This is an optimization exercise on Yosys and OpenROAD, whose aim is small area, a short achievable clock period and few clock cycles, not a production implementation. Function was checked by simulation only, so behaviour that the tests miss may differ from the original. Power figures rest on the tool's default switching activity, not on a simulated workload.

Design sipfc_codec, start of the top module:
module sipfc_codec (
    input  wire        clk,
    input  wire        rst,
    input  wire        req_valid,
    output wire        req_ready,
    input  wire [11:0] req_word,
    output reg         rsp_valid,
    input  wire        rsp_ready,
    output wire [2:0]  rsp_status,
    output reg  [15:0] rsp_data,
    output reg         rsp_empty,
    output reg         rsp_last,
    output reg         fault
);
Settings: LEC_CHECK=0, CAP_MARGIN=20, CORE_MARGIN=2, CORE_UTILIZATION=40, CTS_CLUSTER_DIAMETER=80, CTS_CLUSTER_SIZE=24, SLEW_MARGIN=20; clock period 10.0 ns.
standard.sh (not shown) runs the stock make flow with config.mk's settings and CLKGATE_MAP_FILE= SYNTH_SCRIPT=/design/flow/synth_recipe.tcl, a recipe that flattens the netlist after the stock synthesis.
==> flow/flow/run.sh <==
#!/bin/bash
# Standard ORFS layout (the standard.sh, unchanged synthesis), asking the
# resizer's setup repair for more slack than the clock period needs. The clock
# period and the SDC are the standard flow's.
set -euo pipefail
bash standard.sh SETUP_SLACK_MARGIN=6.7 finish > standard_finish.log 2>&1
Testbench counts at the start, summed over its fixed seeds: cycles 41,225.
Then changed:
--- a/flow/flow/run.sh
+++ b/flow/flow/run.sh
@@ -6 +6 @@
-bash standard.sh SETUP_SLACK_MARGIN=6.7 finish > standard_finish.log 2>&1
+bash standard.sh SETUP_SLACK_MARGIN=6.5 finish > standard_finish.log 2>&1
The new run passed the timing, DRC and antenna checks; worst setup slack degrades by 260 ps; final area falls by 1.8%; via count stays flat; sequential power barely changes; die area stays the same; non-clock buffer count falls by 62; global-route usage barely changes.

sipfc_codec, a different RTL version from the one above (not shown whole).
Size in the first run: roughly 3,200 cells after synthesis, roughly 40 I/O pins, roughly 45,000 um^2 of cells after synthesis.
==> flow/config.mk <==
export PLATFORM = sky130hd
export DESIGN_NAME = sipfc_codec
export DESIGN_NICKNAME = sipfc_codec
export VERILOG_FILES = /design/flow/design.v
export SDC_FILE = /design/flow/constraint.sdc
export NUM_CORES = 4
export LEC_CHECK = 0
export CAP_MARGIN = 20
export CORE_MARGIN = 2
export CORE_UTILIZATION = 40
export SLEW_MARGIN = 20
==> flow/constraint.sdc <==
create_clock -name core_clock -period 10.0 [get_ports {clk}]
set_input_delay 2.0000 -clock core_clock [delete_from_list [all_inputs] [get_ports {clk}]]
set_output_delay 2.0000 -clock core_clock [all_outputs]
set_load 0.01 [all_outputs]
==> flow/flow/run.sh <==
#!/bin/bash
# Standard ORFS layout (the standard.sh, unchanged synthesis), asking the
# resizer's setup repair for more slack than the clock period needs. The clock
# period and the SDC are the standard flow's.
set -euo pipefail
bash standard.sh SETUP_SLACK_MARGIN=6.5 finish > standard_finish.log 2>&1
The first run ran to the end with no violations.
Testbench counts at the start, summed over its fixed seeds: cycles 41,225.
Change:
==> flow/run.sh (new file) <==
#!/bin/bash
# synth_recipe.tcl (not shown) runs the flow's synth.tcl, then flattens the netlist and writes it again
# the make line also repeats each setting of config.mk as NAME=value (left out here)
make -C /OpenROAD-flow-scripts/flow DESIGN_CONFIG=/design/flow/config.mk WORK_HOME=/design/flow/orfs CLKGATE_MAP_FILE= SYNTH_SCRIPT=/design/flow/synth_recipe.tcl finish
removed: flow/flow/run.sh
removed: flow/standard.sh
After rerunning:
- synthesized area stays the same
- total power shrinks slightly
- utilization went down by 4.7 points
- global-route usage went down by 1.2 points
- die area stays the same
- routed wire length went down by a few percent
- clock skew goes up by 0.0058 ns
- maximum frequency went down by a quarter to a third
- sequential share of layout area goes up by 5.9 points

## garnet
sipfc_codec, a different RTL version from the one above (not shown whole).
Size in the first run: ~1100 flip-flops, ~40 I/O pins, roughly 0.045 mm^2 of cells after synthesis.
export LEC_CHECK = 0
export CAP_MARGIN = 20
export CORE_MARGIN = 2
export CORE_UTILIZATION = 40
export CTS_CLUSTER_DIAMETER = 80
export CTS_CLUSTER_SIZE = 24
export SLEW_MARGIN = 20
create_clock -name core_clock -period 10.0 [get_ports {clk}]
==> flow/flow/run.sh <==
#!/bin/bash
# Standard ORFS layout (the standard.sh, unchanged synthesis), asking the
# resizer's setup repair for more slack than the clock period needs. The clock
# period and the SDC are the standard flow's.
set -euo pipefail
bash standard.sh SETUP_SLACK_MARGIN=6.8 finish > standard_finish.log 2>&1
Testbench counts of garnet, summed over its fixed seeds: cycles 41,225.
The inputs of maple differ from those of garnet as listed below.
--- a/flow/flow/run.sh
+++ b/flow/flow/run.sh
@@ -5,2 +5,2 @@
 set -euo pipefail
-bash standard.sh SETUP_SLACK_MARGIN=6.8 finish > standard_finish.log 2>&1
+bash standard.sh SETUP_SLACK_MARGIN=6.9 finish > standard_finish.log 2>&1
[summary]
- When maple is measured against garnet, its power turns out 1.1% higher.
- maple — portion of total power attributed to the clock network 0.7 points higher, garnet as reference
- Worst reg2reg path depth is lower on maple
- On met3 routing resource usage after global routing: maple sits above garnet.
- Changes observed in maple relative to garnet: detailed-route via count picked up an extra about 0.6%; buffers inserted during post-CTS setup optimization picked up an extra about 30%.
- For final cell count, garnet and maple come out practically identical.
- Across both runs, number of CTS-inserted buffers was higher for maple than for garnet.
Input changes introduced in pepper (baseline for comparison: maple):
# maple
export LEC_CHECK = 0
export CAP_MARGIN = 20
export CORE_MARGIN = 2
export CORE_UTILIZATION = 40
export CTS_CLUSTER_DIAMETER = 80
export CTS_CLUSTER_SIZE = 24
export SLEW_MARGIN = 20
create_clock -name core_clock -period 10.0 [get_ports {clk}]
# pepper
export LEC_CHECK = 0
export CAP_MARGIN = 20
export CORE_MARGIN = 2
export CORE_UTILIZATION = 40
export CTS_CLUSTER_DIAMETER = 80
export CTS_CLUSTER_SIZE = 24
export PLACE_DENSITY = 0.75
export SLEW_MARGIN = 20
create_clock -name core_clock -period 10.0 [get_ports {clk}]
--- outcome ---
pepper completed every stage of the flow, and the final layout passed the timing, DRC and antenna checks. From maple to pepper the numbers moved as follows: leakage power now sits at about the same level, share of power burned in combinational logic went up 0.2 points. When the final numbers for maple and pepper were put side by side, the fraction of the cycle the final worst path needs turned out to be greater in maple. Across both runs, vias per cell was higher for pepper than for maple. Higher wire length goes to maple over pepper.
What indigo does differently from pepper at the input level:
# pepper
export LEC_CHECK = 0
export CAP_MARGIN = 20
export CORE_MARGIN = 2
export CORE_UTILIZATION = 40
export CTS_CLUSTER_DIAMETER = 80
export CTS_CLUSTER_SIZE = 24
export PLACE_DENSITY = 0.75
export SLEW_MARGIN = 20
create_clock -name core_clock -period 10.0 [get_ports {clk}]
# indigo
export LEC_CHECK = 0
export CAP_MARGIN = 20
export CORE_MARGIN = 2
export CORE_UTILIZATION = 40
export CTS_CLUSTER_DIAMETER = 80
export CTS_CLUSTER_SIZE = 24
export PLACE_DENSITY = 0.85
export SLEW_MARGIN = 20
create_clock -name core_clock -period 10.0 [get_ports {clk}]
## What came out
Taking pepper as the reference, in indigo utilization fell by 0.36 points; non-clock buffer area fraction after layout lost 0.31 points; final cell count now smaller.
Going from pepper to indigo, power consumption shrinks by about 1%.
The post-synthesis to final-layout area growth of indigo falls short of that of pepper by 0.89 points.
Lower setup slack was reported by indigo, not pepper.
Comparing pepper and indigo, remaining max-slew budget at the tightest pin is higher on indigo.
Taking pepper as the reference, in indigo final critical delay including setup and external delays went up 0.030 ns; data required time at the worst endpoint went down 2.44 ns.

[port drivers added, routing unchanged]
How much do the figures lean on ideal ports? The routed layouts below were timed once more, with nothing changed but the port constraints.
Step 1, drivers: a clkbuf_16 drives clk and a buf_2 each remaining input, both assumed.
Step 2, shift: input delay + t, output delay - t, t = (earliest + latest rising clock arrival at the registers) / 2. This alone moves slack from input paths to output paths.
Slacks: ideal ports / drivers / drivers and shift; pairs: ideal ports / drivers.
run | t, ns | slack for setup (ns) | worst setup path at the end | slew at the worst register clock pin (ns)
the first run of note 1 | 0.772 | 6.672 / 6.637 / 5.938 | input to register | 0.11 / 0.11
the second run of note 1 | 0.769 | 6.412 / 6.412 / 5.930 | input to register | 0.11 / 0.11
the first run of note 2 | 0.789 | 6.303 / 6.303 / 5.780 | input to register | 0.07 / 0.07
the second run of note 2 | 0.807 | 4.931 / 4.931 / 4.207 | input to register | 0.07 / 0.07
garnet | 0.750 | 6.754 / 6.676 / 6.144 | input to register | 0.10 / 0.10
maple | 0.762 | 6.722 / 6.651 / 6.217 | input to register | 0.11 / 0.11
pepper | 0.750 | 6.741 / 6.691 / 6.226 | input to register | 0.11 / 0.11
indigo | 0.737 | 6.711 / 6.641 / 6.269 | input to register | 0.10 / 0.10
After both steps setup and hold are still met in every run listed. The setup slack of the first run of note 1, which loses most, moves by -0.035 ns with the drivers and by -0.734 ns with both steps.
